Source: an optimization exercise on an open RTL-to-GDS flow (aim: small area, a short achievable clock period and few clock cycles). Production flows keep margins and buffers that such runs may drop. Only simulation tests tie the RTL to the original design; equivalence was not proved. Power and IR drop assume default switching activity.

==> flow/run.sh <==
#!/bin/bash
# synth_recipe.tcl (not shown) runs the flow's synth.tcl, then flattens the netlist and writes it again
# the make line also repeats each setting of config.mk as NAME=value (left out here)
make -C /OpenROAD-flow-scripts/flow DESIGN_CONFIG=/design/flow/config.mk WORK_HOME=/design/flow/orfs CLKGATE_MAP_FILE= SYNTH_SCRIPT=/design/flow/synth_recipe.tcl finish
==> flow/config.mk <==
export PLATFORM = sky130hd
export DESIGN_NAME = miniature_sc
export DESIGN_NICKNAME = miniature_sc
export VERILOG_FILES = /design/flow/design.v
export SDC_FILE = /design/flow/constraint.sdc
export NUM_CORES = 4
export LEC_CHECK = 0
export CAP_MARGIN = 20
export CORE_MARGIN = 2
export CORE_UTILIZATION = 40
export PLACE_DENSITY = 0.6
export SETUP_SLACK_MARGIN = 4.5
export SLEW_MARGIN = 20
==> flow/constraint.sdc <==
create_clock -name core_clock -period 10.0 [get_ports {clk}]
set_input_delay 2.0000 -clock core_clock [delete_from_list [all_inputs] [get_ports {clk}]]
set_output_delay 2.0000 -clock core_clock [all_outputs]
set_load 0.01 [all_outputs]
==> flow/design.v <==
module miniature_sc (
    input  wire        clk,
    input  wire        rst,
    input  wire        host_we,
    input  wire [3:0]  host_addr,
    input  wire [15:0] host_wdata,
    output wire [15:0] host_rdata,
    output wire        ready,
    output wire        mem_en,
    output wire        mem_we,
    output wire [1:0]  mem_be,
    output wire [15:0] mem_addr,
    output wire [15:0] mem_wdata,
    input  wire [15:0] mem_rdata
);
    localparam [15:0] FB_W    = 16'hAD00;   
    localparam [15:0] BMP_W   = 16'hEE00;   
    localparam [7:0]  PAL_HI  = 8'hED;      
    localparam [6:0]  DESC_HI = 7'h7F;      
    localparam [7:0] OP_NOP = 8'h00, OP_CLEAR = 8'h01, OP_RD8 = 8'h02, OP_WR8 = 8'h03,
                     OP_RD16 = 8'h04, OP_WR16 = 8'h05, OP_ENCODE = 8'h10, OP_DECODE = 8'h11,
                     OP_SPR_SET = 8'h20, OP_SPR_GET = 8'h21, OP_SPR_SETROW = 8'h22,
                     OP_PAL_SET = 8'h28, OP_PAL_GET = 8'h29, OP_PSET = 8'h30,
                     OP_FILL = 8'h31, OP_RECT = 8'h32, OP_LINE = 8'h33, OP_FBGET = 8'h34,
                     OP_RASTER = 8'h40;
    localparam [4:0] S_IDLE = 5'd0,  S_EXEC = 5'd1,
                     S_RDW  = 5'd2,  S_RD2  = 5'd3,  S_WR2 = 5'd4, S_SPRW = 5'd5,
                     S_CLR  = 5'd6,  S_FILL = 5'd7,
                     S_RECT = 5'd8,  S_LNX = 5'd9,   S_LINE0 = 5'd22, S_LINE = 5'd10,
                     S_RF   = 5'd11, S_RFW  = 5'd12, S_RX = 5'd13, S_RY = 5'd14, S_RI = 5'd15,
                     S_RB   = 5'd16, S_RP1  = 5'd17, S_RP = 5'd18, S_RW = 5'd19,
                     S_SPRR = 5'd23, S_RDN = 5'd24, S_WRN = 5'd25;
    reg [4:0]  state;
    reg [4:0]  ns;              
    reg [25:0] sh;              
    reg [15:0] cmd;
    reg [15:0] arg0, arg1, arg2, arg3, arg4;
    reg [15:0] res0;
    reg [4:0]  res1, res2;      
    reg [1:0]  scode;           
    reg [15:0] q0, q1, q2, q3;
    reg [17:0] q4;
    reg [1:0]  qf;
    reg [6:0]  rn;              
    reg [6:0]  rn1;             
    reg [7:0]  tb;              
    wire [19:0] rn2;            
    reg [15:0] wa;              
    reg        ngrp;            
    reg        nend;            
    wire [15:0] rd = mem_rdata;
    assign ready = sh[S_IDLE];
    msc_hread hread (
        .host_addr(host_addr), .cmd(cmd), .arg0(arg0), .arg1(arg1), .arg2(arg2),
        .arg3(arg3), .arg4(arg4), .res0(res0), .res1(res1), .res2(res2), .scode(scode),
        .host_rdata(host_rdata)
    );
    wire [7:0] opc  = cmd[7:0];
    wire [15:0] ncmd = host_wdata;
    wire a0_8  = |arg0[15:8];
    wire a1_8  = |arg1[15:8];
    wire a2_8  = |arg2[15:8];
    wire addr1_bad = |arg1[15:1];
    wire addr2_bad = addr1_bad || (arg1[0] && arg0 == 16'hFFFF);
    reg       legal;
    reg [1:0] ecode;
    always @(*) begin
        legal = (ncmd[15:8] == 8'h00);
        case (ncmd[7:0])
            OP_NOP, OP_CLEAR, OP_RD8, OP_WR8, OP_RD16, OP_WR16, OP_ENCODE, OP_DECODE,
            OP_SPR_SET, OP_SPR_GET, OP_SPR_SETROW, OP_PAL_SET, OP_PAL_GET, OP_PSET,
            OP_FILL, OP_RECT, OP_LINE, OP_FBGET, OP_RASTER: ;
            default: legal = 1'b0;
        endcase
        ecode = 2'd0;
        if (!legal) ecode = 2'd1;
        else case (ncmd[7:0])
            OP_RD8:        if (addr1_bad) ecode = 2'd3;
            OP_WR8:        if (addr1_bad) ecode = 2'd3; else if (a2_8) ecode = 2'd2;
            OP_RD16,
            OP_WR16:       if (addr2_bad) ecode = 2'd3;
            OP_ENCODE:     if (a0_8 || a1_8 || a2_8) ecode = 2'd2;
            OP_SPR_SET:    if (a0_8 || |arg1[15:3] || |arg2[15:3] || |arg3[15:4]) ecode = 2'd2;
            OP_SPR_GET:    if (a0_8 || |arg1[15:3] || |arg2[15:3]) ecode = 2'd2;
            OP_SPR_SETROW: if (a0_8 || |arg1[15:3]) ecode = 2'd2;
            OP_PAL_SET,
            OP_PAL_GET:    if (|arg0[15:4] || |arg1[15:4]) ecode = 2'd2;
            OP_FBGET:      if (|arg0[15:14]) ecode = 2'd2;
            default: ;
        endcase
    end
    wire ok = (scode == 2'd0);
    reg  f_line, f_rd16, f_wr16, f_clr, f_pset;
    wire is_line = f_line;
    wire is_rd16 = f_rd16;
    wire is_wr16 = f_wr16;
    wire is_clr  = f_clr;
    wire pset_on = (arg0[15:7] == 9'd0) && (arg1[15:7] == 9'd0);
    wire [7:0] sbyte = arg1[1] ? rd[15:8] : rd[7:0];
    wire [7:0] q0b   = arg1[1] ? q0[15:8] : q0[7:0];
    wire [16:0] e0 = {arg0[15], arg0};
    wire [16:0] e1 = {arg1[15], arg1};
    function [19:0] rca;
        input [19:0] a, b;
        input        ci;
        integer i;
        reg c;
        begin
            c = ci;
            for (i = 0; i < 20; i = i + 1) begin
                rca[i] = a[i] ^ b[i] ^ c;
                c = (a[i] & b[i]) | (c & (a[i] ^ b[i]));
            end
        end
    endfunction
    function [15:0] incdec;
        input [15:0] a;
        input        dec;
        integer i;
        reg [15:0] t;
        reg c;
        begin
            t = dec ? ~a : a;
            c = 1'b1;
            for (i = 0; i < 16; i = i + 1) begin
                incdec[i] = a[i] ^ c;
                c = c & t[i];
            end
        end
    endfunction
    assign rn2 = {4'd0, incdec({9'd0, rn1}, 1'b0)};
    wire [16:0] dxs = {arg2[15], arg2} + (is_line ? ~e0 : e0) + {16'd0, is_line};
    wire [16:0] dys = {arg3[15], arg3} + (is_line ? ~e1 : e1) + {16'd0, is_line};
    wire [15:0] q0s = incdec(q0, !qf[0]);
    wire [15:0] q1s = incdec(q1, !qf[1]);
    wire rect_empty = arg2[15] || arg2 == 16'd0 || arg3[15] || arg3 == 16'd0 ||
                      (!arg0[15] && |arg0[14:7]) || (!arg1[15] && |arg1[14:7]) ||
                      dxs[16] || dxs == 17'd0 || dys[16] || dys == 17'd0;
    wire [6:0] rxl = arg0[15] ? 7'd0 : arg0[6:0];
    wire [6:0] ryl = arg1[15] ? 7'd0 : arg1[6:0];
    wire [7:0] rxe = |dxs[15:7] ? 8'd128 : dxs[7:0];
    wire [7:0] rye = |dys[15:7] ? 8'd128 : dys[7:0];
    wire [6:0] cx = q0[6:0], cy = q1[6:0], xlo = q2[6:0];
    wire [7:0] xend = q3[7:0], yend = q4[7:0];
    wire [15:0] lx = q0, ly = q1, ldx = q2, ldy = q3;
    wire signed [17:0] lerr = q4;
    wire signed [19:0] le2  = {lerr[17], lerr, 1'b0};
    wire signed [19:0] ldx20 = {4'b0000, ldx}, ldy20 = {4'b0000, ldy};
    wire signed [17:0] ldx18 = {2'b00, ldx},   ldy18 = {2'b00, ldy};
    wire [19:0] l_t1 = le2 + ldy20;
    wire [19:0] l_t2 = ldx20 - le2;
    wire l_xs = !l_t1[19];                  
    wire l_ys = !l_t2[19];                  
    wire [17:0] dma  = ldx18 - ldy18;
    wire [17:0] lop  = l_ys ? (l_xs ? dma : ldx18) : (l_xs ? ~ldy18 : 18'd0);
    wire [17:0] lerr_n = lerr + lop + {17'd0, l_xs && !l_ys};
    wire line_on   = (lx[15:7] == 9'd0) && (ly[15:7] == 9'd0);
    wire line_last = (lx == arg2) && (ly == arg3);
    wire [15:0] bword = q0;
    wire [6:0]  X7 = q1[6:0], Y7 = q1[13:7];
    wire [7:0]  didx = q2[7:0];           
    wire [3:0]  dpal = q2[11:8];
    wire        xvis = q2[12], yvis = q2[13];
    wire [5:0]  c0 = q3[5:0], c1 = q3[11:6];
    wire        fx = q3[12], fy = q3[13];
    wire [1:0]  sz = q3[15:14];
    wire [5:0]  npc = q4[5:0], npr = q4[11:6], r1 = q4[17:12];    
    wire [2:0] nm1 = {sz == 2'd3, sz[1], |sz};
    wire [5:0] sm1 = {nm1, 3'b111};           
    function [13:0] clip;                     
        input [15:0] v;
        input [5:0]  s1;
        reg [19:0] t;                         
        reg vis;
        reg [5:0] lo, hi;
        begin
            t   = rca({13'd0, v[6:0]}, {14'd0, s1}, 1'b0);
            vis = v[15] ? (&v[15:6] && t[7]) : ~|v[15:7];
            lo  = v[15] ? (6'd0 - v[5:0]) : 6'd0;
            hi  = (!v[15] && t[7]) ? ~v[5:0] : s1;
            clip = {vis, lo, hi, 1'b0};
        end
    endfunction
    wire [13:0] rclip = clip(rd, sm1);
    wire       at_c1   = (npc == c1);
    wire [15:0] npc1   = incdec({10'd0, npc}, 1'b0);
    wire [15:0] npr1   = incdec({10'd0, npr}, 1'b0);
    wire [5:0] npc_a   = at_c1 ? c0 : npc1[5:0];
    wire [5:0] npr_a   = at_c1 ? npr1[5:0] : npr;
    wire       end_a   = at_c1 && (npr == r1);
    wire       grp_a   = at_c1 || (npc[1:0] == 2'b11);
    wire       last_n  = (rn == 7'd127);
    wire       at_ri  = sh[S_RI];
    wire [7:0] ribase = rd[7:0] + 8'hE0;
    wire [5:0] ac   = at_ri ? npc : npc_a;
    wire [5:0] ar   = at_ri ? npr : npr_a;
    wire [2:0] stx  = (ac[5:3] ^ {3{fx}}) & nm1;
    wire [2:0] sty  = (ar[5:3] ^ {3{fy}}) & nm1;
    wire [7:0] tb_n = (at_ri ? ribase : didx) + {1'b0, sty, 1'b0, stx};
    wire [1:0]  nk    = npc[1:0] ^ {2{fx}};
    reg  [3:0]  nib;
    always @(*) begin
        case (nk)
            2'd0: nib = bword[3:0];
            2'd1: nib = bword[7:4];
            2'd2: nib = bword[11:8];
            default: nib = bword[15:12];
        endcase
    end
    wire [15:0] p_pal = {PAL_HI, dpal, nib};
    wire [19:0] wx20 = rca({13'd0, X7}, {14'd0, npc}, 1'b0);
    wire [19:0] wy20 = rca({13'd0, Y7}, {14'd0, npr}, 1'b0);
    wire [6:0]  wx = wx20[6:0];
    wire [6:0]  wy = wy20[6:0];
    wire [15:0] b_addr = {3'b111, ~&tb[7:5], tb, npr[2:0] ^ {3{fy}}, npc[2] ^ fx};
    wire [11:0] bhi_c  = 12'hEE0 + {4'd0, arg0[7:0]};
    wire [15:0] spr_wa = {bhi_c, arg2[2:0], arg1[2]};
    wire [15:0] row_wa = {bhi_c, arg1[2:0], 1'b0};
    wire [15:0] w_addr = FB_W + {2'b00, wy, wx};
    wire [15:0] fb_q = FB_W + {2'b00, q1[6:0], q0[6:0]};
    wire [15:0] fb_a = FB_W + {2'b00, f_pset ? {arg1[6:0], arg0[6:0]} : arg0[13:0]};
    reg        x_en, x_we;
    reg [1:0]  x_be;
    reg [15:0] x_addr, x_wdata;
    always @(*) begin
        x_en    = 1'b0;
        x_we    = 1'b0;
        x_be    = 2'b11;
        x_wdata = arg2;
        x_addr  = fb_a;
        case (opc)
            OP_RD8, OP_RD16: begin
                x_en = ok; x_addr = {arg1[0], arg0[15:1]};
            end
            OP_WR8: begin
                x_en = ok; x_we = 1'b1; x_addr = {arg1[0], arg0[15:1]};
                x_be = arg0[0] ? 2'b10 : 2'b01;
                x_wdata = {arg2[7:0], arg2[7:0]};
            end
            OP_WR16: begin
                x_en = ok; x_we = 1'b1; x_addr = {arg1[0], arg0[15:1]};
                x_be = arg0[0] ? 2'b10 : 2'b11;
                x_wdata = arg0[0] ? {arg2[7:0], arg2[15:8]} : arg2;
            end
            OP_SPR_SET, OP_SPR_GET: begin
                x_en = ok; x_addr = spr_wa;
            end
            OP_SPR_SETROW: begin
                x_en = ok; x_we = 1'b1; x_addr = row_wa;
            end
            OP_PAL_SET: begin
                x_en = ok; x_we = 1'b1; x_addr = {PAL_HI, arg0[3:0], arg1[3:0]};
            end
            OP_PAL_GET: begin
                x_en = ok; x_addr = {PAL_HI, arg0[3:0], arg1[3:0]};
            end
            OP_PSET: begin
                x_en = ok && pset_on; x_we = 1'b1;
            end
            OP_FBGET: begin
                x_en = ok;
            end
            OP_RASTER: begin
                x_en = ok; x_addr = {DESC_HI, 7'd0, 2'd3};
            end
            default: ;
        endcase
    end
    wire        s_ex = sh[S_EXEC];
    wire        s_wr16b = sh[S_WR2] && is_wr16;         
    wire        s_row2  = sh[S_WR2] && !is_wr16;        
    wire        s_cf = sh[S_CLR] || sh[S_FILL];
    wire        s_rl = sh[S_RECT] || sh[S_LINE];
    wire        s_rp = sh[S_RP1] || sh[S_RP];
    wire        s_rwn = sh[S_RW] && nend;                
    wire        s_rwb = sh[S_RW] && !nend && ngrp;       
    wire        s_rwp = sh[S_RW] && !nend && !ngrp;      
    wire        p_en = (s_ex && x_en) || sh[S_RDN] || sh[S_WR2] || sh[S_SPRW] || s_cf ||
                       sh[S_RECT] || (sh[S_LINE] && line_on) || sh[S_RF] || sh[S_RX] ||
                       sh[S_RY] || sh[S_RB] || s_rp || s_rwb || s_rwp ||
                       ((sh[S_RFW] || s_rwn || (sh[S_RI] && !(xvis && yvis))) && !last_n);
    wire        p_we = (s_ex && x_we) || sh[S_WR2] || sh[S_SPRW] || s_cf || s_rl;
    wire [1:0]  p_be = s_ex ? x_be : s_wr16b ? 2'b01 :
                       sh[S_SPRW] ? (arg1[1] ? 2'b10 : 2'b01) : 2'b11;
    wire [15:0] p_addr = ({16{s_ex}} & x_addr) |
                         ({16{sh[S_RDN] || s_wr16b || s_cf}} & q0) |
                         ({16{s_row2}} & (row_wa | 16'd1)) |
                         ({16{sh[S_SPRW]}} & spr_wa) |
                         ({16{s_rl}} & fb_q) |
                         ({16{sh[S_RF]}} & {DESC_HI, rn, 2'd3}) |
                         ({16{sh[S_RFW] || sh[S_RI] || s_rwn}} & {DESC_HI, rn1, 2'd3}) |
                         ({16{sh[S_RX]}} & {DESC_HI, rn, 2'd1}) |
                         ({16{sh[S_RY]}} & {DESC_HI, rn, 2'd2}) |
                         ({16{sh[S_RB] || s_rwb}} & b_addr) |
                         ({16{s_rp || s_rwp}} & p_pal);
    wire [15:0] p_wdata = ({16{s_ex}} & x_wdata) |
                          ({16{s_wr16b}} & {arg2[7:0], arg2[15:8]}) |
                          ({16{s_row2}} & arg3) |
                          ({16{sh[S_SPRW]}} & (arg1[0] ? {2{arg3[3:0], q0b[3:0]}}
                                                        : {2{q0b[7:4], arg3[3:0]}})) |
                          ({16{sh[S_FILL]}} & arg0) |
                          ({16{s_rl}} & arg4);
    wire [15:0] pa_addr = sh[S_RFW] ? {DESC_HI, rn, 2'd0} : wa;    
    msc_port port (
        .is_rw(sh[S_RW]), .is_rfw(sh[S_RFW]), .is_rp1(sh[S_RP1]), .nk(nk),
        .p_en(p_en), .p_we(p_we), .p_be(p_be), .p_addr(p_addr), .p_wdata(p_wdata),
        .pa_addr(pa_addr), .rd(rd),
        .mem_en(mem_en), .mem_we(mem_we), .mem_be(mem_be), .mem_addr(mem_addr),
        .mem_wdata(mem_wdata)
    );
    always @(posedge clk) begin
        if (rst) begin
            state  <= S_IDLE;
            cmd    <= 16'h0000;
            arg0   <= 16'h0000;
            arg1   <= 16'h0000;
            arg2   <= 16'h0000;
            arg3   <= 16'h0000;
            arg4   <= 16'h0000;
            res0   <= 16'h0000;
            res1   <= 5'd0;
            res2   <= 5'd0;
            scode  <= 2'd0;
            sh     <= 26'd1;
        end else begin
            ns = state;
            case (state)
                S_IDLE: begin
                    if (host_we) begin
                        case (host_addr)
                            4'h0: begin
                                cmd    <= host_wdata;
                                scode  <= ecode;
                                f_line <= (ncmd[7:0] == OP_LINE);
                                f_rd16 <= (ncmd[7:0] == OP_RD16);
                                f_wr16 <= (ncmd[7:0] == OP_WR16);
                                f_clr  <= (ncmd[7:0] == OP_CLEAR);
                                f_pset <= (ncmd[7:0] == OP_PSET);
                                qf     <= 2'b11;
                                ns  = S_EXEC;
                            end
                            4'h1: arg0 <= host_wdata;
                            4'h2: arg1 <= host_wdata;
                            4'h3: arg2 <= host_wdata;
                            4'h4: arg3 <= host_wdata;
                            4'h5: arg4 <= host_wdata;
                            default: ;
                        endcase
                    end
                end
                S_EXEC: begin
                    ns = S_IDLE;
                    if (ok) begin
                        case (opc)
                            OP_CLEAR: begin q0 <= 16'd0; ns = S_CLR; end
                            OP_RD8, OP_SPR_GET, OP_PAL_GET, OP_FBGET: ns = S_RDW;
                            OP_RD16: begin q0 <= {arg1[0], arg0[15:1]}; ns = S_RDW; end
                            OP_WR16: begin
                                q0 <= {arg1[0], arg0[15:1]};
                                if (arg0[0]) ns = S_WRN;
                            end
                            OP_SPR_SETROW: ns = S_WR2;
                            OP_SPR_SET: ns = S_SPRR;
                            OP_ENCODE: res0 <= {1'b1, arg0[7:3], arg1[7:3], arg2[7:3]};
                            OP_DECODE: begin
                                res0 <= {8'h00, arg0[14:10], 3'b000};
                                res1 <= arg0[9:5];
                                res2 <= arg0[4:0];
                            end
                            OP_FILL: begin q0 <= FB_W; ns = S_FILL; end
                            OP_RECT: if (!rect_empty) begin
                                q0 <= {9'd0, rxl}; q1 <= {9'd0, ryl};
                                q2[6:0] <= rxl; q3[7:0] <= rxe; q4[7:0] <= rye;
                                ns = S_RECT;
                            end
                            OP_LINE: begin
                                q0 <= dxs[16] ? ~dxs[15:0] : dxs[15:0];
                                q1 <= dys[16] ? ~dys[15:0] : dys[15:0];
                                q4[3:0] <= {!dys[16] && dys != 17'd0, !dxs[16] && dxs != 17'd0,
                                            dys[16], dxs[16]};
                                ns = S_LNX;
                            end
                            OP_RASTER: begin rn <= 7'd0; rn1 <= 7'd1; ns = S_RFW; end
                            default: ;
                        endcase
                    end
                end
                S_RDW: begin
                    ns = S_IDLE;
                    case (opc)
                        OP_RD8:  res0 <= {8'h00, arg0[0] ? rd[15:8] : rd[7:0]};
                        OP_RD16: begin
                            if (arg0[0]) begin
                                res0[7:0] <= rd[15:8];
                                q0 <= q0s;
                                ns = S_RDN;
                            end else begin
                                res0 <= rd;
                            end
                        end
                        OP_SPR_GET: res0 <= {12'h000, arg1[0] ? sbyte[7:4] : sbyte[3:0]};
                        default: res0 <= rd;    
                    endcase
                end
                S_RDN: ns = S_RD2;
                S_RD2: begin res0[15:8] <= rd[7:0]; ns = S_IDLE; end
                S_WRN: begin q0 <= q0s; ns = S_WR2; end
                S_WR2:  ns = S_IDLE;
                S_SPRR: begin q0 <= rd; ns = S_SPRW; end
                S_SPRW: ns = S_IDLE;
                S_CLR: begin
                    q0 <= q0s;
                    if (q0 == 16'hFFFF) ns = S_IDLE;
                end
                S_FILL: begin
                    q0 <= q0s;
                    if (q0 == FB_W + 16'h3FFF) ns = S_IDLE;
                end
                S_RECT: begin
                    if (q0s[7:0] == xend) begin
                        q0[6:0] <= xlo;
                        q1[6:0] <= q1s[6:0];
                        if (q1s[7:0] == yend) ns = S_IDLE;
                    end else begin
                        q0[6:0] <= q0s[6:0];
                    end
                end
                S_LNX: begin
                    q2 <= q4[0] ? q0s : q0;
                    q3 <= q4[1] ? q1s : q1;
                    q0 <= arg0;
                    q1 <= arg1;
                    qf <= q4[3:2];
                    ns = S_LINE0;
                end
                S_LINE0: begin
                    q4 <= dma;
                    ns = S_LINE;
                end
                S_LINE: begin
                    if (line_last) begin
                        ns = S_IDLE;
                    end else begin
                        q4 <= lerr_n;
                        if (l_xs) q0 <= q0s;
                        if (l_ys) q1 <= q1s;
                    end
                end
                S_RF: ns = S_RFW;
                S_RFW: begin
                    q3[15:12] <= {rd[4:3], rd[2], rd[1]};
                    if (rd[0]) begin
                        ns = S_RX;
                    end else if (last_n) begin
                        ns = S_IDLE;
                    end else begin
                        rn <= rn1; rn1 <= rn2[6:0];
                    end
                end
                S_RX: begin
                    q1[6:0]  <= rd[6:0];
                    q2[12]   <= rclip[13];
                    q3[11:0] <= {rclip[6:1], rclip[12:7]};    
                    q4[5:0]  <= rclip[12:7];                  
                    ns    = S_RY;
                end
                S_RY: begin
                    q1[13:7] <= rd[6:0];
                    q2[13]   <= rclip[13];
                    q4[11:6] <= rclip[12:7];                  
                    q4[17:12] <= rclip[6:1];                  
                    ns    = S_RI;
                end
                S_RI: begin
                    q2[11:0] <= {rd[11:8], ribase};
                    tb <= tb_n;
                    nend <= 1'b0;
                    if (xvis && yvis)  ns = S_RB;
                    else if (last_n)   ns = S_IDLE;
                    else begin rn <= rn1; rn1 <= rn2[6:0]; ns = S_RFW; end
                end
                S_RB: ns = S_RP1;
                S_RP1, S_RP: begin
                    if (state == S_RP1) q0 <= rd;
                    wa <= w_addr;
                    q4[11:0] <= {npr_a, npc_a};
                    tb <= tb_n;
                    ngrp <= grp_a;
                    nend <= end_a;
                    ns = S_RW;
                end
                S_RW: begin
                    if (rd[15]) begin
                        if (nend) begin
                            if (last_n) ns = S_IDLE;
                            else begin rn <= rn1; rn1 <= rn2[6:0]; ns = S_RF; end
                        end else begin
                            ns = ngrp ? S_RB : S_RP;
                        end
                    end else if (nend) begin
                        if (last_n) ns = S_IDLE;
                        else begin rn <= rn1; rn1 <= rn2[6:0]; ns = S_RFW; end
                    end else if (ngrp) begin
                        ns = S_RP1;
                    end else begin
                        wa <= w_addr;
                        q4[11:0] <= {npr_a, npc_a};
                        tb <= tb_n;
                        ngrp <= grp_a;
                        nend <= end_a;
                    end
                end
                default: ns = S_IDLE;
            endcase
            state <= ns;
            sh    <= 26'd1 << ns;
        end
    end
endmodule
module msc_port (
    input  wire        is_rw, is_rfw, is_rp1,
    input  wire [1:0]  nk,
    input  wire        p_en, p_we,
    input  wire [1:0]  p_be,
    input  wire [15:0] p_addr, p_wdata, pa_addr,
    input  wire [15:0] rd,
    output wire        mem_en, mem_we,
    output wire [1:0]  mem_be,
    output wire [15:0] mem_addr, mem_wdata
);
    wire lsel = (is_rw && rd[15]) || (is_rfw && rd[0]);
    reg [3:0] nib;
    always @(*) begin
        case (nk)
            2'd0: nib = rd[3:0];
            2'd1: nib = rd[7:4];
            2'd2: nib = rd[11:8];
            default: nib = rd[15:12];
        endcase
    end
    assign mem_en    = lsel || p_en;
    assign mem_we    = lsel ? is_rw : p_we;
    assign mem_be    = p_be;
    assign mem_addr  = lsel ? pa_addr : {p_addr[15:4], is_rp1 ? nib : p_addr[3:0]};
    assign mem_wdata = is_rw ? rd : p_wdata;
endmodule
module msc_hread (
    input  wire [3:0]  host_addr,
    input  wire [15:0] cmd, arg0, arg1, arg2, arg3, arg4, res0,
    input  wire [4:0]  res1, res2,
    input  wire [1:0]  scode,
    output reg  [15:0] host_rdata
);
    always @(*) begin
        case (host_addr)
            4'h0: host_rdata = cmd;
            4'h1: host_rdata = arg0;
            4'h2: host_rdata = arg1;
            4'h3: host_rdata = arg2;
            4'h4: host_rdata = arg3;
            4'h5: host_rdata = arg4;
            4'h6: host_rdata = res0;
            4'h7: host_rdata = {8'h00, res1, 3'b000};
            4'h8: host_rdata = {8'h00, res2, 3'b000};
            4'h9: host_rdata = {10'd0, scode, 3'b000, |scode};
            4'hA: host_rdata = 16'h0080;
            4'hB: host_rdata = 16'h0080;
            default: host_rdata = 16'h0000;
        endcase
    end
endmodule
==> run notes, run 1 <==
die height=255 um; Lkg Pwr=11.3 nW; Slew Viols, Final=0; Setup TNS Final=0 ns; commonest non-fill, non-tap cell in the layout=nand2_1; Sw Ratio=28.6%; share of the synthesized area in the top cell type=15.0%; post-route ant nets=0; Fin. Hold Viols=0; initial DRC count=4016; CTS H-tree depth=2; fin crit share=55.6%; Mapped Area=0.0252 sq mm; clock share of power=47.0%; Syn Nets=3436; Crit-path slowest cell=clkdlybuf4s50_1; synth unique cells=88; area leader, netlist=edfxtp_1; FF-to-FF Start=arg1[1]$_SDFFE_PP0P_; Adder-Cell Fraction of Synth Area=7.28%; row count=91; Syn. warnings=3; CP startpoint kind=input port; Setup CP Type=input port to output pin; WP buf/inv=3; most frequent cells in the layout=nand2_1 (450), a21oi_1 (296), nor2_1 (247); largest net degree at the start of global routing=76; ys flop type=dfxtp_1; crit path launch=mem_rdata[8]; sequential cell area=0.00673 sq mm; Slew HR=22.5%; 1st-pass router iterations=9; Die Area=0.0650 sq mm; largest cells by area after synthesis=edfxtp_1 (15%), dfxtp_1 (12%), nand2_1 (6.8%); number of global-route vias before repair=26267; CP top delay family=buffers and inverters; post-synthesis mux area share=4.56%; Area Overhead vs Synth=16.9%; unrepaired setup endpoints after global routing=yes; initial antenna violation count=6; final hold slack=0.464 ns; pwr dens=101 mW/mm^2; Die W=255 um; multi-input logic area=0.0175 sq mm; Hold/Removal Path Class=flop to flop; compound-gate portion of the synthesized area=24.6%; final wirelength=144 mm; Initial Util=40.7%; grt total ovfl=0; final core utilization=47.5%; WL per Instance=34.3 um; hpwl dp=105 mm; vias per cell=6.70; Clock Latency Late Sink=0.58 ns; Psw=0.850 mW; Required @ worst endpoint=8.00 ns; combinational share of power=13.2%; Seq/Total Area, Yosys=26.7%; WHS Endpoint=res1[2]$_SDFFE_PP0P_; IO Port Bufs=91; fin crit period=5.56 ns; main combinational cell family by area after synthesis=compound AO/OA/AOI/OAI gates; crit-path max cell delay=0.61 ns; clk sinks=273; highest clock rate=180 MHz; area of the core=0.0619 sq mm; post-synthesis xor/xnor area fraction=9.70%; reg-to-reg slack, setup=4.54 ns; CP Capture Type=output pin; register share of total power=39.8%; FF-to-FF End=q1[1]$_DFFE_PP_; Hold Startpoint=res1[2]$_SDFFE_PP0P_; fin cells=4181; gr usage total=43.3%; worst reg2reg path depth=16; Async SR Flop Fraction=0%; Worst Clk Skew=0.0158 ns; VDD IR max=0.000130 V; max-cap viol count=0; number of synthesized flops with an enable pin=126; DRC violations left=0; IO Pins=92; global-route wire length before repair=198 mm; CTS clk-pin slew, worst paths=0.06 ns; root buffer cell=clkbuf_16; Avg Inst Size Synth=7.73 sq um; critical-path maximum fanout=7; Num CTS Buffers=36; detailed-route via count=28018; Fillers=6183; Placed Instances=4026; TritonCTS clock tree=yes; Int Power=2.12 mW; share of cells above drive strength 1=12.8%; # setup viols final=0; hold depth=2; flip-flop and latch count after synthesis=273; status=no timing/DRC/antenna violations; Post-layout nets=3491; CP cell instances=clkdlybuf4s18_2, inv_1, a21oi_1, clkdlybuf4s50_1; Tightest Pin Transition=1.16 ns; Simple-Gate Fraction of Synth Area=21.5%; crit path DAT=3.56 ns; Syn Inst Count=3260; clk buf depth=3; final RePlAce weighted congestion=1.07
-- final cells by class --
cell class | count | share of cell area [%]
diodes | 2 | 0.0170
clock buffers | 46 | 3.48
clock inverters | 19 | 0.727
inverters | 113 | 1.49
multi-input cells | 2611 | 59.4
flip-flops and latches | 273 | 22.9
well taps | 837 | 3.56
repair buffers | 280 | 8.43
-- worst reg2reg max path: cells and delay by family, from the launching register on --
family / cells / cell delay [ns]
AND/OR/NAND/NOR: 4 / 1.01
adder cells (fa/ha/maj): 1 / 0.40
AO/OA/AOI/OAI: 6 / 1.70
buffers and inverters: 3 / 0.72
XOR/XNOR: 2 / 0.59
flip-flops: 1 / 0.67
-- cell usage after synthesis, drive strengths merged (31+ instances only) --
master	n
a211oi	44
a21o	38
a21oi	309
a221oi	35
a222oi	52
a22oi	87
buf	31
clkbuf	233
dfxtp	147
edfxtp	126
ha	121
inv	112
mux2	32
mux2i	58
nand2	454
nand2b	43
nand3	106
nand4	34
nor2	255
nor2b	41
nor3	63
nor4	48
o21ai	149
o221ai	33
xnor2	130
xor2	149
-- cells by family (layout without fill, tap and decap cells) --
| family | count (synthesis) | after routing |
|---|---|---|
| buffers and inverters | 377 | 458 |
| AND/OR/NAND/NOR | 1167 | 1168 |
| adder cells (fa/ha/maj) | 137 | 137 |
| flip-flops | 273 | 273 |
| AO/OA/AOI/OAI | 928 | 928 |
| other | 0 | 2 |
| multiplexers | 99 | 99 |
| XOR/XNOR | 279 | 279 |
-- through the flow --
step                      setup slack (ns)  cell area, sq um  power [mW]
final                                 4.44             29400        2.97
after global routing                  4.39             29400        3.02
after CTS                             4.41             29200        2.95
after detailed placement              2.99             26900        1.55
after global placement                2.54             26900        1.55
after floorplan                       4.66             25200        1.41
-- power groups by stage --
stage	clock network (mW)	logic [mW]	registers, mW
after floorplan	0	0.214	1.19
after global placement	0	0.345	1.20
after detailed placement	0	0.347	1.20
after CTS	1.39	0.377	1.18
after global routing	1.43	0.406	1.18
final	1.39	0.393	1.18
-- worst max-delay path by stage --
stage               cells past startpoint          endpoint  slack, ns
floorplan                               6      mem_addr[14]       4.66
global placement                        6     host_rdata[7]       2.54
detailed placement                      6     host_rdata[7]       2.99
CTS                                     7     host_rdata[7]       4.41
global route                           26  q4[17]$_DFFE_PP_       4.39
finish                                  4      mem_wdata[8]       4.44
-- timing repair --
| item | CTS | global route |
|---|---|---|
| resized for setup | 220 | 53 |
| cloned | 6 | 0 |
| endpoints found under the setup margin | 58 | 67 |
| setup buffers | 62 | 19 |
| hold endpoints to repair | 0 | 0 |
| hold buffers | 0 | 0 |
| pin swaps | 22 | 17 |
-- per-layer routing --
layer	vias to the layer above	track usage [%]	part of all wire, %
li1	12018	-	-
met1	13564	54.5	38
met2	1953	65.7	43
met3	481	9.81	11
met4	2	29.9	8.1
met5	-	0	0.012
-- flip-flops by register name, indices dropped and copies added, names as in the netlist, 16 cells and up --
name,count
q3,16
sh,18
q4,18
q0,16
arg0,16
q2,16
arg4,16
cmd,16
q1,16
arg1,16
arg2,16
arg3,16
res0,16
Testbench counts, summed over its fixed seeds: cycles 665,952.
==> run 2: changes to the inputs <==
--- a/flow/config.mk
+++ b/flow/config.mk
@@ -10,3 +10,3 @@
 export CORE_UTILIZATION = 40
-export PLACE_DENSITY = 0.6
+export PLACE_DENSITY = 0.5
 export SETUP_SLACK_MARGIN = 4.5
==> run 2 against run 1 <==
Worst hold slack lost 0.0015 ns. Critical path depth grew 3. Sequential share of layout area rose by 0.085 points. Critical path type unchanged. Highest routed layer unchanged. Sequential power about the same. Synthesized cell count unchanged. Routed wire length down 3.3%. Clock skew is 0.0074 ns higher. Sequential cell count did not move. Via count barely moved. First-iteration DRC count decreased by 6.5%. Fmax up 0.80%.
==> run notes, run 2 <==
status=no timing/DRC/antenna violations; final RePlAce weighted congestion=1.04 (-2.3%); Num CTS Buffers=38 (+5.6%); grt total ovfl=0 (unchanged); Fillers=6278 (+1.5%); post-route ant nets=0 (unchanged); detailed-route via count=28026 (+0.029%); crit path DAT=3.52 ns (-0.04 ns); Top Registers=q4: 18 flops, sh: 18 flops; share of the synthesized area in the top cell type=15.0% (unchanged); area leader, netlist=edfxtp_1; Post-CTS Hold Buffers=0 (unchanged); # setup viols final=0 (unchanged); pre-CTS setup slack=2.78 ns (-0.211 ns); WL per Instance=33.2 um (-3.3%); CP Capture Type=output pin; Required @ worst endpoint=8.00 ns (about the same); Fin. Hold Viols=0 (unchanged); VDD IR max=0.000130 V (about the same); fin cells=4180 (-0.024%); IO Port Bufs=91 (unchanged); root buffer cell=clkbuf_16; Avg Inst Size Synth=7.73 sq um (unchanged); number of synthesized flops with an enable pin=126 (unchanged); FF-to-FF End=q1[0]$_DFFE_PP_; die height=255 um (unchanged); fin crit period=5.52 ns (-0.0444 ns); fin crit share=55.2% (-0.44 points); vias per cell=6.70 (about the same); worst reg2reg path depth=14 (-2); commonest non-fill, non-tap cell in the layout=nand2_1; largest net degree at the start of global routing=101 (+33%); Async SR Flop Fraction=0% (unchanged); Lkg Pwr=11.2 nW (-1.1%); synth unique cells=88 (unchanged); synth cell count leaders=nand2_1 (454), a21oi_1 (307), nor2_1 (255), clkbuf_1 (233), xor2_1 (149); CP Capture Point=mem_addr[9]; CP startpoint kind=input port; DRC violations left=0 (unchanged); Setup TNS Final=0 ns (unchanged); most frequent cells in the layout=nand2_1 (450), a21oi_1 (291), nor2_1 (245); Syn. warnings=3 (unchanged); critical-path maximum fanout=13 (+6); FF-to-FF Start=arg0[0]$_SDFFE_PP0P_; clk sinks=273 (unchanged); TritonCTS clock tree=yes; Setup CP Type=input port to output pin; Slew Viols, Final=0 (unchanged); Tightest Pin Transition=1.14 ns (-0.0208 ns); Placed Instances=4021 (-0.12%); CTS H-tree depth=2 (unchanged); Die Area=0.0650 sq mm (unchanged); global-route wire length before repair=192 mm (-3.0%); largest cells by area after synthesis=edfxtp_1 (15%), dfxtp_1 (12%), nand2_1 (6.8%); Initial Util=40.7% (unchanged); pwr dens=97.5 mW/mm^2 (-3.2%); Area Overhead vs Synth=16.4%; unrepaired setup endpoints after global routing=yes; Clock Latency Late Sink=0.59 ns (about the same); flip-flop and latch count after synthesis=273 (unchanged); Worst Clk Skew=0.0233 ns (+0.00741 ns); Syn Nets=3436 (unchanged); final wirelength=139 mm (-3.3%); row count=91 (unchanged); area of the core=0.0619 sq mm (unchanged); max-cap viol count=0 (unchanged); multi-input logic area=0.0176 sq mm (+0.48%); Syn Inst Count=3260 (unchanged); Seq/Total Area, Yosys=26.7% (unchanged); Die W=255 um (unchanged); final worst slack=4.48 ns (+0.0444 ns); gr usage total=41.6% (-1.6 points); initial antenna violation count=7 (+1); number of global-route vias before repair=25828 (-1.7%); reg-to-reg slack, setup=4.62 ns (+0.08 ns); highest clock rate=181 MHz (+0.80%); Mapped Area=0.0252 sq mm (unchanged); sequential cell area=0.00673 sq mm (about the same); ys flop type=dfxtp_1; Post-layout nets=3485 (-0.17%); Hold/Removal Path Class=flop to flop; initial DRC count=3754 (-6.5%); hpwl dp=101 mm (-3.5%); IO Pins=92 (unchanged); count leader, synth=nand2_1; 1st-pass router iterations=9 (unchanged); crit path launch=mem_rdata[15]; share of cells above drive strength 1=13.0% (+0.21 points); CTS clk-pin slew, worst paths=0.06 ns (about the same); clk buf depth=3 (unchanged); Hold Startpoint=arg0[11]$_SDFFE_PP0P_; Slew HR=23.2% (+0.69 points)
-- run 2: cell counts after synthesis --
No cell type changed its count.
-- run 2: metrics by stage --
| step | hold slack (ns) | power [mW] | area, sq um | utilization, % |
|---|---|---|---|---|
| after floorplan | 0.433 | 1.41 | 25200 | - |
| after global placement | 0.445 | 1.55 | 26900 | 43.4 |
| after detailed placement | 0.452 | 1.55 | 26900 | 43.4 |
| after CTS | 0.459 | 2.84 | 29000 | 46.8 |
| after global routing | 0.472 | 2.91 | 29300 | 47.3 |
| final | 0.462 | 2.86 | 29300 | 47.3 |
-- run 2: layout make-up --
class | instances | share of cell area, %
multi-input combinational | 2610 | 59.9
sequential | 273 | 23.0
timing repair buffer | 273 | 8.13
tap | 837 | 3.57
clock buffer | 52 | 3.53
inverter | 113 | 1.51
clock inverter | 14 | 0.290
antenna | 8 | 0.0683
-- run 2: per-layer routing --
metal	wire (um)	global-route usage, %	part of all wire (%)
met1	52700	51.2	38
met2	59300	63.2	43
met3	14200	9.94	10
met4	12500	31.3	9.0
met5	27	0	0.019
-- run 2: worst min path at each step --
stage | to | slack, ns | cells after the start
floorplan | res1[2]$_SDFFE_PP0P_ | 0.43 | 2
global placement | arg0[11]$_SDFFE_PP0P_ | 0.45 | 2
detailed placement | arg0[11]$_SDFFE_PP0P_ | 0.45 | 2
CTS | arg0[11]$_SDFFE_PP0P_ | 0.46 | 2
global route | arg0[11]$_SDFFE_PP0P_ | 0.47 | 2
finish | arg0[11]$_SDFFE_PP0P_ | 0.46 | 2
-- run 2: logic make-up after synthesis --
group	share of synthesized area, %
AND/OR/NAND/NOR	21.5
AO/OA/AOI/OAI	24.6
buffers and inverters	5.67
XOR/XNOR	9.70
flip-flops	26.7
adder cells (fa/ha/maj)	7.28
multiplexers	4.56
-- run 2: critical path, stage by stage --
cell and delay [ns]:
buf_4 0.16, buf_12 0.19, nand2_2 0.13, or2_4 0.33, nor2_2 0.15, a31oi_1 0.06, clkdlybuf4s50_1 0.49
-- run 2: repair_timing --
action,in CTS,in global routing
buffers inserted,54,25
cloned,5,0
setup endpoints to repair,62,39
pin swaps,21,31
resized for setup,253,63
-- run 2: report_power, final --
part / leakage, nW / switching [mW] / internal (mW)
sequential: 2.36 / 0.0151 / 1.16
combinational: 8.27 / 0.256 / 0.132
clock: 0.548 / 0.565 / 0.725
total: 11.2 / 0.837 / 2.02
==> run 3: changes to the inputs <==
--- a/flow/config.mk
+++ b/flow/config.mk
@@ -10,3 +10,3 @@
 export CORE_UTILIZATION = 40
-export PLACE_DENSITY = 0.5
+export PLACE_DENSITY = 0.4
 export SETUP_SLACK_MARGIN = 4.5
==> run 3 against run 2 <==
Still clean on timing, DRC and antenna. Sequential power barely moved. Combinational power decreased by 2%. Clock skew rose by 0.0074 ns. Critical path depth down 2. Clock power increased by 11%. Global-route usage is 0.54 points lower. Worst hold slack worse by 0.0083 ns. Register-to-register slack about the same. Critical path type unchanged. Largest power group unchanged. Highest routed layer is now met4.
==> run notes, run 3 <==
Worst Clk Skew=0.0306 ns (+0.00736 ns); Lkg Pwr=11.2 nW (+0.50%); vias per cell=6.65 (-0.80%); Post-CTS Hold Buffers=0 (unchanged); VDD IR max=0.000107 V (-18%); Initial Util=40.7% (unchanged); Die Area=0.0650 sq mm (unchanged); fin cells=4155 (-0.60%); Fillers=6316 (+0.61%); unrepaired setup endpoints after global routing=yes; largest net degree at the start of global routing=91 (-9.9%); Fin. Hold Viols=0 (unchanged); most frequent cells in the layout=nand2_1 (450), a21oi_1 (293), nor2_1 (243); initial antenna violation count=1 (-6); critical-path maximum fanout=9 (-4); Clock Latency Late Sink=0.60 ns (about the same); crit-path max cell delay=0.54 ns (+0.05 ns); Slew HR=17.1% (-6.1 points); Top Registers=q4: 18 flops, sh: 18 flops; CP startpoint kind=input port; # setup viols final=0 (unchanged); Setup TNS Final=0 ns (unchanged); root buffer cell=clkbuf_16; IO Port Bufs=91 (unchanged); Crit-path slowest cell=mux4_2; final wirelength=136 mm (-2.2%); Syn. warnings=3 (unchanged); area of the core=0.0619 sq mm (unchanged); Placed Instances=4019 (-0.050%); highest clock rate=182 MHz (+0.20%); Setup CP Type=input port to output pin; Num CTS Buffers=39 (+2.6%); number of global-route vias before repair=25998 (+0.66%); fin crit share=55.1% (-0.11 points); largest cells by area after synthesis=edfxtp_1 (15%), dfxtp_1 (12%), nand2_1 (6.8%); Final Power=3.00 mW (+4.8%); Hold Startpoint=res2[1]$_SDFFE_PP0P_; initial DRC count=3608 (-3.9%); pwr dens=102 mW/mm^2 (+4.9%); ys flop type=dfxtp_1; Syn Inst Count=3260 (unchanged); crit path launch=mem_rdata[11]; commonest non-fill, non-tap cell in the layout=nand2_1; fin crit period=5.51 ns (-0.0108 ns); final hold slack=0.454 ns (-0.00829 ns); clk sinks=273 (unchanged); final core utilization=47.2% (-0.085 points); IO Pins=92 (unchanged); DRC violations left=0 (unchanged); final RePlAce weighted congestion=1.04 (-0.83%); hpwl dp=100 mm (-0.89%); TritonCTS clock tree=yes; FF-to-FF Start=q3[5]$_DFFE_PP_; Post-layout nets=3463 (-0.63%); row count=91 (unchanged); WL per Instance=32.6 um (-1.6%); CTS clk-pin slew, worst paths=0.05 ns (about the same); number of synthesized flops with an enable pin=126 (unchanged); Slew Viols, Final=0 (unchanged); area leader, netlist=edfxtp_1; Async SR Flop Fraction=0% (unchanged); synth cell count leaders=nand2_1 (454), a21oi_1 (307), nor2_1 (255), clkbuf_1 (233), xor2_1 (149); Avg Inst Size Synth=7.73 sq um (unchanged); CP cell instances=clkdlybuf4s15_2, mux4_2, mux2i_2, o21ai_2, dlygate4sd2_1; Seq/Total Area, Yosys=26.7% (unchanged); max-cap viol count=0 (unchanged); Die W=255 um (unchanged); crit path DAT=3.51 ns (about the same); share of the synthesized area in the top cell type=15.0% (unchanged); grt total ovfl=0 (unchanged); status=no timing/DRC/antenna violations; flip-flop and latch count after synthesis=273 (unchanged); clk buf depth=3 (unchanged); Required @ worst endpoint=8.00 ns (about the same); 1st-pass router iterations=9 (unchanged); global-route wire length before repair=191 mm (-0.75%); multi-input logic area=0.0175 sq mm (-0.46%); Area Overhead vs Synth=16.2%; Tightest Pin Transition=1.24 ns (+0.102 ns); Mapped Area=0.0252 sq mm (unchanged); die height=255 um (unchanged); CTS H-tree depth=2 (unchanged); count leader, synth=nand2_1; share of cells above drive strength 1=12.4% (-0.68 points); CP Capture Type=output pin; gr usage total=41.1% (-0.54 points); Syn Nets=3436 (unchanged); synth unique cells=88 (unchanged); Hold/Removal Path Class=flop to flop; detailed-route via count=27635 (-1.4%); sequential cell area=0.00673 sq mm (about the same); post-route ant nets=0 (unchanged)
==> run 3: cell counts after synthesis <==
Identical to the previous run, type by type.
==> run 3: logic make-up (layout without fill, tap and decap cells) <==
logic type	after synthesis	in the layout	synth area share, %
AO/OA/AOI/OAI	928	928	24.6
XOR/XNOR	279	279	9.70
adder cells (fa/ha/maj)	137	137	7.28
buffers and inverters	377	433	5.67
flip-flops	273	273	26.7
multiplexers	99	99	4.56
other	0	2	0
AND/OR/NAND/NOR	1167	1167	21.5
==> run 3: per-stage QoR <==
stage / setup WS (ns) / area, sq um
after floorplan: 4.66 / 25200
after global placement: 2.74 / 26900
after detailed placement: 2.87 / 26900
after CTS: 4.43 / 29000
after global routing: 4.46 / 29300
final: 4.49 / 29300
==> run 3: report_power, final <==
group / internal [mW] / switching, mW
Clock: 0.867 / 0.567
Sequential: 1.17 / 0.0152
Combinational: 0.132 / 0.249
==> run 3: worst paths after layout <==
| path | endpoint | slack (ns) | cells past startpoint |
|---|---|---|---|
| max | mem_addr[3] | 4.49 | 5 |
| min | res2[1]$_SDFFE_PP0P_ | 0.45 | 2 |
| max reg2reg | q4[16]$_DFFE_PP_ | 4.62 | 23 |
| min reg2reg | res2[1]$_SDFFE_PP0P_ | 0.45 | 2 |
==> run 3: final cells by class <==
class / count / area share (%)
diodes: 2 / 0.0171
clock buffers: 55 / 3.89
clock inverters: 15 / 0.517
inverters: 113 / 1.49
multi-input cells: 2610 / 59.8
flip-flops and latches: 273 / 23.0
well taps: 837 / 3.58
repair buffers: 250 / 7.73
==> run 3: timing repair <==
item / 4_1_cts / 5_1_grt
buffers inserted: 49 / 12
resized for setup: 240 / 58
gates cloned: 3 / 0
endpoints found under the setup margin: 62 / 54
pin swaps: 26 / 25
==> run 3: worst max-delay path, delay by kind of cell <==
kind                   cells  cell delay [ns]
AO/OA/AOI/OAI              1             0.09
multiplexers               2             0.76
buffers and inverters      2             0.66
==> run 3: metal layers <==
metal | wire (um) | GRT usage, %
met2 | 58700 | 63.0
met1 | 51800 | 51.7
met5 | 0 | 0
met4 | 11500 | 29.3
met3 | 13700 | 8.02
==> run 4: changes to the inputs <==
--- a/flow/config.mk
+++ b/flow/config.mk
@@ -10,3 +10,3 @@
 export CORE_UTILIZATION = 40
-export PLACE_DENSITY = 0.4
+export PLACE_DENSITY = 0.3
 export SETUP_SLACK_MARGIN = 4.5
==> run 4 against run 3 <==
Global-route usage unchanged. Clock-buffer cell count unchanged. Power unchanged. Critical path type unchanged. First-iteration DRC count unchanged. Setup slack unchanged. Clock skew unchanged. Largest cell class unchanged.
==> run notes, run 4 <==
Post-layout nets=3463 (unchanged); ys flop type=dfxtp_1; post-route ant nets=0 (unchanged); Fin. Hold Viols=0 (unchanged); largest net degree at the start of global routing=91 (unchanged); pwr dens=102 mW/mm^2 (unchanged); initial antenna violation count=1 (unchanged); clk sinks=273 (unchanged); synth unique cells=88 (unchanged); critical-path maximum fanout=9 (unchanged); Initial Util=40.7% (unchanged); Syn Inst Count=3260 (unchanged); share of the synthesized area in the top cell type=15.0% (unchanged); area leader, netlist=edfxtp_1; pre-CTS setup slack=2.87 ns (unchanged); Seq/Total Area, Yosys=26.7% (unchanged); Avg Inst Size Synth=7.73 sq um (unchanged); hold depth=2 (unchanged); IO Pins=92 (unchanged); synth cell count leaders=nand2_1 (454), a21oi_1 (307), nor2_1 (255), clkbuf_1 (233), xor2_1 (149); row count=91 (unchanged); Syn. warnings=3 (unchanged); max-cap viol count=0 (unchanged); CTS H-tree depth=2 (unchanged); Async SR Flop Fraction=0% (unchanged); Fillers=6316 (unchanged); final worst slack=4.49 ns (unchanged); CP Capture Point=mem_addr[3]; flip-flop and latch count after synthesis=273 (unchanged); Post-CTS Hold Buffers=0 (unchanged); worst reg2reg path depth=23 (unchanged); status=no timing/DRC/antenna violations; crit path DAT=3.51 ns (about the same); unrepaired setup endpoints after global routing=yes; DRC violations left=0 (unchanged); CP Capture Type=output pin; Required @ worst endpoint=8.00 ns (about the same); Final Power=3.00 mW (unchanged); WL per Instance=32.6 um (unchanged); commonest non-fill, non-tap cell in the layout=nand2_1; CP startpoint kind=input port; hpwl dp=100 mm (unchanged); Area Overhead vs Synth=16.2% (unchanged); Int Power=2.16 mW (unchanged); most frequent cells in the layout=nand2_1 (450), a21oi_1 (293), nor2_1 (243); TritonCTS clock tree=yes; fin cells=4155 (unchanged); Num CTS Buffers=39 (unchanged); Slew Viols, Final=0 (unchanged); fin crit share=55.1% (unchanged); clk buf depth=3 (unchanged); Psw=0.831 mW (unchanged); grt total ovfl=0 (unchanged); detailed-route via count=27635 (unchanged); area of the core=0.0619 sq mm (unchanged); gr usage total=41.1% (unchanged); Slew HR=17.1% (unchanged); combinational share of power=12.7% (about the same); vias per cell=6.65 (unchanged); IO Port Bufs=91 (unchanged); Placed Instances=4019 (unchanged); final hold slack=0.454 ns (unchanged); largest cells by area after synthesis=edfxtp_1 (15%), dfxtp_1 (12%), nand2_1 (6.8%); fin crit period=5.51 ns (unchanged); global-route wire length before repair=191 mm (unchanged); VDD IR max=0.000107 V (unchanged); Worst Clk Skew=0.0306 ns (unchanged); number of global-route vias before repair=25998 (unchanged); final RePlAce weighted congestion=1.04 (unchanged); Tightest Pin Transition=1.24 ns (unchanged); Syn Nets=3436 (unchanged); FF-to-FF End=q4[16]$_DFFE_PP_; crit path launch=mem_rdata[11]; clock share of power=47.9% (about the same); Lkg Pwr=11.2 nW (unchanged); register share of total power=39.4% (about the same); Clock Latency Late Sink=0.60 ns (about the same); Die Area=0.0650 sq mm (unchanged); final wirelength=136 mm (unchanged); Sw Ratio=27.7% (unchanged); root buffer cell=clkbuf_16; FF-to-FF Start=q3[5]$_DFFE_PP_; CTS clk-pin slew, worst paths=0.05 ns (about the same); number of synthesized flops with an enable pin=126 (unchanged); # setup viols final=0 (unchanged); die height=255 um (unchanged); Mapped Area=0.0252 sq mm (unchanged); Top Registers=q4: 18 flops, sh: 18 flops; Hold/Removal Path Class=flop to flop; highest clock rate=182 MHz (unchanged); initial DRC count=3608 (unchanged); Setup TNS Final=0 ns (unchanged); count leader, synth=nand2_1; Die W=255 um (unchanged); Setup CP Type=input port to output pin; 1st-pass router iterations=9 (unchanged); reg-to-reg slack, setup=4.62 ns (about the same); share of cells above drive strength 1=12.4% (unchanged)
run 4: cell counts after synthesis:
Identical to the previous run, type by type.
run 4: metrics by stage:
step / utilization (%) / area (sq um)
CTS: 46.9 / 29000
global route: 47.2 / 29300
finish: 47.2 / 29300
floorplan: - / 25200
detailed placement: 43.4 / 26900
global placement: 43.4 / 26900
run 4: worst min-delay path by stage:
stage                         start                    to  slack (ns)
2_1_floorplan  res1[2]$_SDFFE_PP0P_  res1[2]$_SDFFE_PP0P_        0.43
3_3_place_gp   res2[1]$_SDFFE_PP0P_  res2[1]$_SDFFE_PP0P_        0.45
3_5_place_dp   res2[1]$_SDFFE_PP0P_  res2[1]$_SDFFE_PP0P_        0.45
4_1_cts        res2[1]$_SDFFE_PP0P_  res2[1]$_SDFFE_PP0P_        0.46
5_1_grt        res2[3]$_SDFFE_PP0P_  res2[3]$_SDFFE_PP0P_        0.49
6_report       res2[1]$_SDFFE_PP0P_  res2[1]$_SDFFE_PP0P_        0.45
run 4: power by group through the flow:
stage / combinational, mW / sequential, mW / clock, mW
4_1_cts: 0.365 / 1.18 / 1.45
5_1_grt: 0.396 / 1.18 / 1.48
3_3_place_gp: 0.341 / 1.20 / 0
6_report: 0.380 / 1.18 / 1.43
2_1_floorplan: 0.214 / 1.19 / 0
3_5_place_dp: 0.344 / 1.20 / 0
run 4: what timing repair did:
action / in CTS / in global routing
setup endpoints to repair: 62 / 54
setup buffers: 49 / 12
pin swaps: 26 / 25
resized for setup: 240 / 58
cloned: 3 / 0
run 4: routing by layer:
metal | vias to the layer above | GRT usage (%) | wire (um)
met3 | 511 | 8.02 | 13700
met4 | 0 | 29.3 | 11500
met2 | 1875 | 63.0 | 58700
met1 | 13262 | 51.7 | 51800
li1 | 11987 | - | -
met5 | - | 0 | 0
run 4: layout make-up:
| cell class | count | area (sq um) | share of cell area (%) |
|---|---|---|---|
| repair buffers | 250 | 2260 | 7.73 |
| clock inverters | 15 | 151 | 0.517 |
| inverters | 113 | 435 | 1.49 |
| multi-input cells | 2610 | 17500 | 59.8 |
| clock buffers | 55 | 1140 | 3.89 |
| well taps | 837 | 1050 | 3.58 |
| flip-flops and latches | 273 | 6730 | 23.0 |
| diodes | 2 | 5.00 | 0.0171 |
run 4: logic make-up (layout without fill, tap and decap cells):
kind of cell    Yosys count  in the layout  share of synthesized area (%)
simple gates           1167           1167                           21.5
compound gates          928            928                           24.6
buf+inv                 377            433                           5.67
xor+xnor                279            279                           9.70
flops                   273            273                           26.7
fa+ha+maj               137            137                           7.28
mux                      99             99                           4.56
other cells               0              2                              0
run 4: critical path: stages:
cell,delay [ns]
clkdlybuf4s15_2,0.37
mux4_2,0.54
mux2i_2,0.22
o21ai_2,0.09
dlygate4sd2_1,0.29
==> run 5: changes to the inputs <==
--- a/flow/config.mk
+++ b/flow/config.mk
@@ -9,4 +9,4 @@
 export CORE_MARGIN = 2
-export CORE_UTILIZATION = 40
-export PLACE_DENSITY = 0.3
+export CORE_UTILIZATION = 50
+export PLACE_DENSITY = 0.7
 export SETUP_SLACK_MARGIN = 4.5
==> run 5 against run 4 <==
Register-to-register slack worse by 0.21 ns. Sequential power about the same. Synthesized cell count unchanged. Critical path type unchanged. Sequential share of layout area up 0.17 points. Largest cell class unchanged. Setup slack worse by 0.096 ns. Final cell count down 3.7%. Power down 1.6%. Non-clock buffer count up 13. Clock skew up 0.0047 ns. Clock power down 4%. Still clean on timing, DRC and antenna.
==> run notes, run 5 <==
Post-layout nets=3474 (+0.32%); initial DRC count=5332 (+48%); IO Pins=92 (unchanged); CP cell instances=buf_4, inv_1, a21oi_2, clkdlybuf4s50_1; area of the core=0.0500 sq mm (-19%); Async SR Flop Fraction=0% (unchanged); clk sinks=273 (unchanged); global-route wire length before repair=185 mm (-2.9%); detailed-route via count=28701 (+3.9%); final hold slack=0.462 ns (+0.00807 ns); Setup CP Type=input port to output pin; Avg Inst Size Synth=7.73 sq um (unchanged); gr usage total=48.1% (+7.0 points); CP Capture Type=output pin; Crit-path slowest cell=clkdlybuf4s50_1; hpwl dp=94.9 mm (-5.4%); clk buf depth=3 (unchanged); Worst Clk Skew=0.0353 ns (+0.00471 ns); Syn. warnings=3 (unchanged); status=no timing/DRC/antenna violations; CTS clk-pin slew, worst paths=0.06 ns (about the same); synth cell count leaders=nand2_1 (454), a21oi_1 (307), nor2_1 (255), clkbuf_1 (233), xor2_1 (149); vias per cell=7.17 (+7.8%); die height=228 um (-10%); number of global-route vias before repair=26733 (+2.8%); Num CTS Buffers=36 (-7.7%); TritonCTS clock tree=yes; max-cap viol count=0 (unchanged); multi-input logic area=0.0175 sq mm (about the same); Initial Util=50.4% (+9.7 points); fin crit period=5.60 ns (+0.0963 ns); DRC violations left=0 (unchanged); share of the synthesized area in the top cell type=15.0% (unchanged); final core utilization=58.1% (+11 points); flip-flop and latch count after synthesis=273 (unchanged); Required @ worst endpoint=8.00 ns (about the same); largest cells by area after synthesis=edfxtp_1 (15%), dfxtp_1 (12%), nand2_1 (6.8%); grt total ovfl=0 (unchanged); WL per Instance=32.7 um (+0.16%); share of cells above drive strength 1=12.4% (about the same); sequential cell area=0.00673 sq mm (about the same); Hold/Removal Path Class=flop to flop; number of synthesized flops with an enable pin=126 (unchanged); Mapped Area=0.0252 sq mm (unchanged); ys flop type=dfxtp_1; final wirelength=131 mm (-3.5%); # setup viols final=0 (unchanged); fin crit share=56.0% (+0.96 points); row count=82 (-9.9%); Setup TNS Final=0 ns (unchanged); CP top delay family=buffers and inverters; pwr dens=101 mW/mm^2 (-0.83%); post-route ant nets=0 (unchanged); Post-CTS Hold Buffers=0 (unchanged); Fin. Hold Viols=0 (unchanged); critical-path maximum fanout=13 (+4); WP buf/inv=3 (+1); Lkg Pwr=11.2 nW (-0.26%); synth unique cells=88 (unchanged); Syn Inst Count=3260 (unchanged); Die W=228 um (-10%); highest clock rate=178 MHz (-1.7%); unrepaired setup endpoints after global routing=yes; count leader, synth=nand2_1; area leader, netlist=edfxtp_1; Slew HR=20.7% (+3.6 points); 1st-pass router iterations=13 (+4); final worst slack=4.40 ns (-0.0963 ns); CTS H-tree depth=2 (unchanged); IO Port Bufs=91 (unchanged); Die Area=0.0522 sq mm (-20%); Area Overhead vs Synth=15.3%; largest net degree at the start of global routing=69 (-24%); commonest non-fill, non-tap cell in the layout=nand2_1; VDD IR max=0.000151 V (+41%); initial antenna violation count=15 (+14); crit-path max cell delay=0.61 ns (+0.07 ns); Clock Latency Late Sink=0.61 ns (about the same); Top Registers=q4: 18 flops, sh: 18 flops; Syn Nets=3436 (unchanged); Tightest Pin Transition=1.19 ns (-0.0543 ns); Fillers=4701 (-26%); root buffer cell=clkbuf_16; final RePlAce weighted congestion=1.09 (+4.9%); pre-CTS setup slack=2.51 ns (-0.354 ns); Seq/Total Area, Yosys=26.7% (unchanged); most frequent cells in the layout=nand2_1 (450), a21oi_1 (296), nor2_1 (248); crit path DAT=3.60 ns (+0.09 ns); CP startpoint kind=input port; Slew Viols, Final=0 (unchanged)
## run 5: cell counts after synthesis
Identical to the previous run, type by type.
## run 5: worst register-to-register path, stage by stage, from the launching register on
cell	delay, ns
dfxtp_1	0.40
buf_4	0.42
mux2_2	0.44
fa_1	0.46
a211o_1	0.30
a21o_1	0.20
a21oi_1	0.32
mux2i_1	0.31
o221ai_1	0.18
a2111oi_2	0.65
nand2_1	0.30
o21a_1	0.42
a21oi_1	0.21
o21ai_0	0.21
and3_1	0.44
## run 5: cell type report
type                       instances  share of cell area [%]
multi-input combinational       2611                    60.2
clock buffer                      46                    3.56
antenna                            4                  0.0345
clock inverter                    20                   0.590
inverter                         113                    1.51
sequential                       273                    23.2
tap                              672                    2.90
timing repair buffer             263                    8.03
## run 5: path summary, 6_finish.rpt
check                       start              endpoint  slack [ns]  cells past startpoint
max reg2reg  arg0[0]$_SDFFE_PP0P_      q1[10]$_DFFE_PP_        4.41                     14
min reg2reg  cmd[13]$_SDFFE_PP0P_  cmd[13]$_SDFFE_PP0P_        0.46                      2
min          cmd[13]$_SDFFE_PP0P_  cmd[13]$_SDFFE_PP0P_        0.46                      2
max                  mem_rdata[3]          mem_wdata[3]        4.40                      4
## run 5: cell families (layout without fill, tap and decap cells)
| family | Yosys count | in the layout | synth area share (%) |
|---|---|---|---|
| XOR/XNOR | 279 | 279 | 9.70 |
| buffers and inverters | 377 | 442 | 5.67 |
| flip-flops | 273 | 273 | 26.7 |
| multiplexers | 99 | 99 | 4.56 |
| AO/OA/AOI/OAI | 928 | 928 | 24.6 |
| adder cells (fa/ha/maj) | 137 | 137 | 7.28 |
| AND/OR/NAND/NOR | 1167 | 1168 | 21.5 |
| other | 0 | 4 | 0 |
## run 5: power by group
group / internal [mW] / switching (mW)
Sequential: 1.16 / 0.0173
Combinational: 0.129 / 0.269
Clock: 0.786 / 0.581
Total: 2.08 / 0.867
## run 5: routing by layer
metal	global-route usage [%]	wire (um)
met5	0.276	111
met4	36.4	12400
met1	58.2	46200
met2	69.7	52900
met3	17.4	19300
## run 5: what timing repair did
action                                  in CTS  in global routing
gates resized for setup                    232                 50
endpoints found under the hold margin        0                  0
pin swaps                                   22                 22
gates cloned                                 4                  2
endpoints found under the setup margin      61                 41
buffers inserted                            39                 44
## run 5: per-stage QoR
stage	std cells	cell area (sq um)	total power [mW]
floorplan	3260	25200	1.41
global placement	3843	26600	1.55
detailed placement	3843	26600	1.56
CTS	3952	28500	2.90
global route	3999	29000	2.98
finish	4002	29000	2.95
==> run 6: changes to the inputs <==
--- a/flow/config.mk
+++ b/flow/config.mk
@@ -9,4 +9,4 @@
 export CORE_MARGIN = 2
-export CORE_UTILIZATION = 50
-export PLACE_DENSITY = 0.7
+export CORE_UTILIZATION = 35
+export PLACE_DENSITY = 0.4
 export SETUP_SLACK_MARGIN = 4.5
==> run 6 against run 5 <==
Still clean. Combinational power increased by 3%. Die area rose by 42%. Final cell count rose by 8.3%.
==> run notes, run 6 <==
CP startpoint kind=input port; clk sinks=273 (unchanged); highest clock rate=182 MHz (+1.8%); main combinational cell family by area after synthesis=compound AO/OA/AOI/OAI gates; final wirelength=148 mm (+13%); grt total ovfl=0 (unchanged); status=no timing/DRC/antenna violations; Initial Util=35.3% (-15 points); Syn. warnings=3 (unchanged); Top Registers=q4: 18 flops, sh: 18 flops; post-route ant nets=0 (unchanged); Required @ worst endpoint=8.00 ns (about the same); compound-gate portion of the synthesized area=24.6% (unchanged); pre-CTS setup slack=2.69 ns (+0.175 ns); final instance area=0.0303 sq mm (+4.2%); global-route wire length before repair=204 mm (+10%); Clock Latency Late Sink=0.59 ns (-0.02 ns); number of global-route vias before repair=26287 (-1.7%); post-synthesis mux area share=4.56% (unchanged); IO Port Bufs=91 (unchanged); Simple-Gate Fraction of Synth Area=21.5% (unchanged); Worst Clk Skew=0.0349 ns (-0.000403 ns); final RePlAce weighted congestion=1.01 (-7.3%); count leader, synth=nand2_1; synth unique cells=88 (unchanged); clk buf depth=3 (unchanged); final core utilization=42.4% (-16 points); critical-path maximum fanout=7 (-6); commonest non-fill, non-tap cell in the layout=nand2_1; Lkg Pwr=11.6 nW (+3.4%); 1st-pass router iterations=10 (-3); Tightest Pin Transition=1.15 ns (-0.0377 ns); CTS clk-pin slew, worst paths=0.06 ns (about the same); Fin. Hold Viols=0 (unchanged); flip-flop and latch count after synthesis=273 (unchanged); Post-DP Area=0.0272 sq mm (+2.4%); most frequent cells in the layout=nand2_1 (450), a21oi_1 (286), nor2_1 (245); Slew Viols, Final=0 (unchanged); Die W=272 um (+19%); crit path DAT=3.50 ns (-0.10 ns); area leader, netlist=edfxtp_1; hpwl dp=108 mm (+14%); IO Pins=92 (unchanged); VDD IR max=0.000140 V (-6.9%); row count=98 (+20%); area of the core=0.0714 sq mm (+43%); share of the synthesized area in the top cell type=15.0% (unchanged); share of cells above drive strength 1=14.5% (+2.2 points); Post-layout nets=3530 (+1.6%); synth cell count leaders=nand2_1 (454), a21oi_1 (307), nor2_1 (255), clkbuf_1 (233), xor2_1 (149); gr usage total=38.6% (-9.5 points); initial DRC count=3564 (-33%); TritonCTS clock tree=yes; die height=272 um (+19%); initial antenna violation count=4 (-11); Syn Inst Count=3260 (unchanged); max-cap viol count=0 (unchanged); Num CTS Buffers=38 (+5.6%); # setup viols final=0 (unchanged); number of synthesized flops with an enable pin=126 (unchanged); pwr dens=104 mW/mm^2 (+2.1%); Post-CTS Hold Buffers=0 (unchanged); unrepaired setup endpoints after global routing=yes; fin crit period=5.50 ns (-0.101 ns); Hold/Removal Path Class=flop to flop; Async SR Flop Fraction=0% (unchanged); root buffer cell=clkbuf_16; final worst slack=4.50 ns (+0.101 ns); Syn Nets=3436 (unchanged); Mapped Area=0.0252 sq mm (unchanged); WL per Instance=34.1 um (+4.1%)
## run 6: path summary, 6_finish.rpt
check,start,to,slack [ns],cells after the start
max,mem_rdata[8],mem_wdata[8],4.50,4
min,res1[3]$_SDFFE_PP0P_,res1[3]$_SDFFE_PP0P_,0.46,2
max reg2reg,q4[1]$_DFFE_PP_,q4[16]$_DFFE_PP_,4.64,25
min reg2reg,res1[3]$_SDFFE_PP0P_,res1[3]$_SDFFE_PP0P_,0.46,2
## run 6: kinds of logic (layout without fill, tap and decap cells)
logic type | Yosys count | count (layout)
AO/OA/AOI/OAI | 928 | 928
flip-flops | 273 | 273
adder cells (fa/ha/maj) | 137 | 137
AND/OR/NAND/NOR | 1167 | 1170
buffers and inverters | 377 | 496
XOR/XNOR | 279 | 279
multiplexers | 99 | 99
other | 0 | 3
## run 6: per-layer routing
| metal | vias to the layer above | routed length [um] | track usage, % |
|---|---|---|---|
| li1 | 12111 | - | - |
| met1 | 13711 | 58200 | 48.7 |
| met2 | 1751 | 64300 | 59.7 |
| met3 | 430 | 13500 | 7.41 |
| met4 | 2 | 11600 | 25.8 |
| met5 | - | 14 | 0 |
## run 6: critical path, stage by stage
cell             delay [ns]
clkdlybuf4s15_2        0.42
inv_1                  0.22
a21oi_2                0.26
clkdlybuf4s50_1        0.59
## run 6: area by class of cell
cell class | count | area, sq um
fillers | 7401 | 41100
multi-input cells | 2613 | 17700
inverters | 113 | 443
repair buffers | 315 | 2830
diodes | 3 | 7.51
flip-flops and latches | 273 | 6730
clock buffers | 51 | 1130
well taps | 950 | 1190
clock inverters | 17 | 243
## run 6: per-stage QoR
stage          hold WS, ns  total power, mW  instances
2_1_floorplan        0.433             1.41       3260
3_3_place_gp         0.446             1.56       4158
3_5_place_dp         0.449             1.56       4158
4_1_cts              0.458             3.12       4299
5_1_grt              0.479             3.19       4332
6_report             0.456             3.14       4335
## run 6: timing repair
| item | CTS | global route |
|---|---|---|
| gates cloned | 7 | 2 |
| buffers inserted | 66 | 31 |
| setup endpoints to repair | 58 | 50 |
| gates resized for setup | 257 | 68 |
| pin swaps | 24 | 21 |
## run 6: report_power, final
| part | switching [mW] | leakage, nW | internal [mW] | total, mW |
|---|---|---|---|---|
| Clock | 0.600 | 0.678 | 0.951 | 1.55 |
| Sequential | 0.0118 | 2.36 | 1.16 | 1.18 |
| Combinational | 0.271 | 8.55 | 0.138 | 0.409 |

Setup slack of run 6, layout unchanged: 4.496 ns with ideal ports, 4.456 ns with driving cells assumed (clock clkbuf_16, inputs buf_2), 4.466 ns with port delays also shifted by the 0.637 ns mid clock arrival.
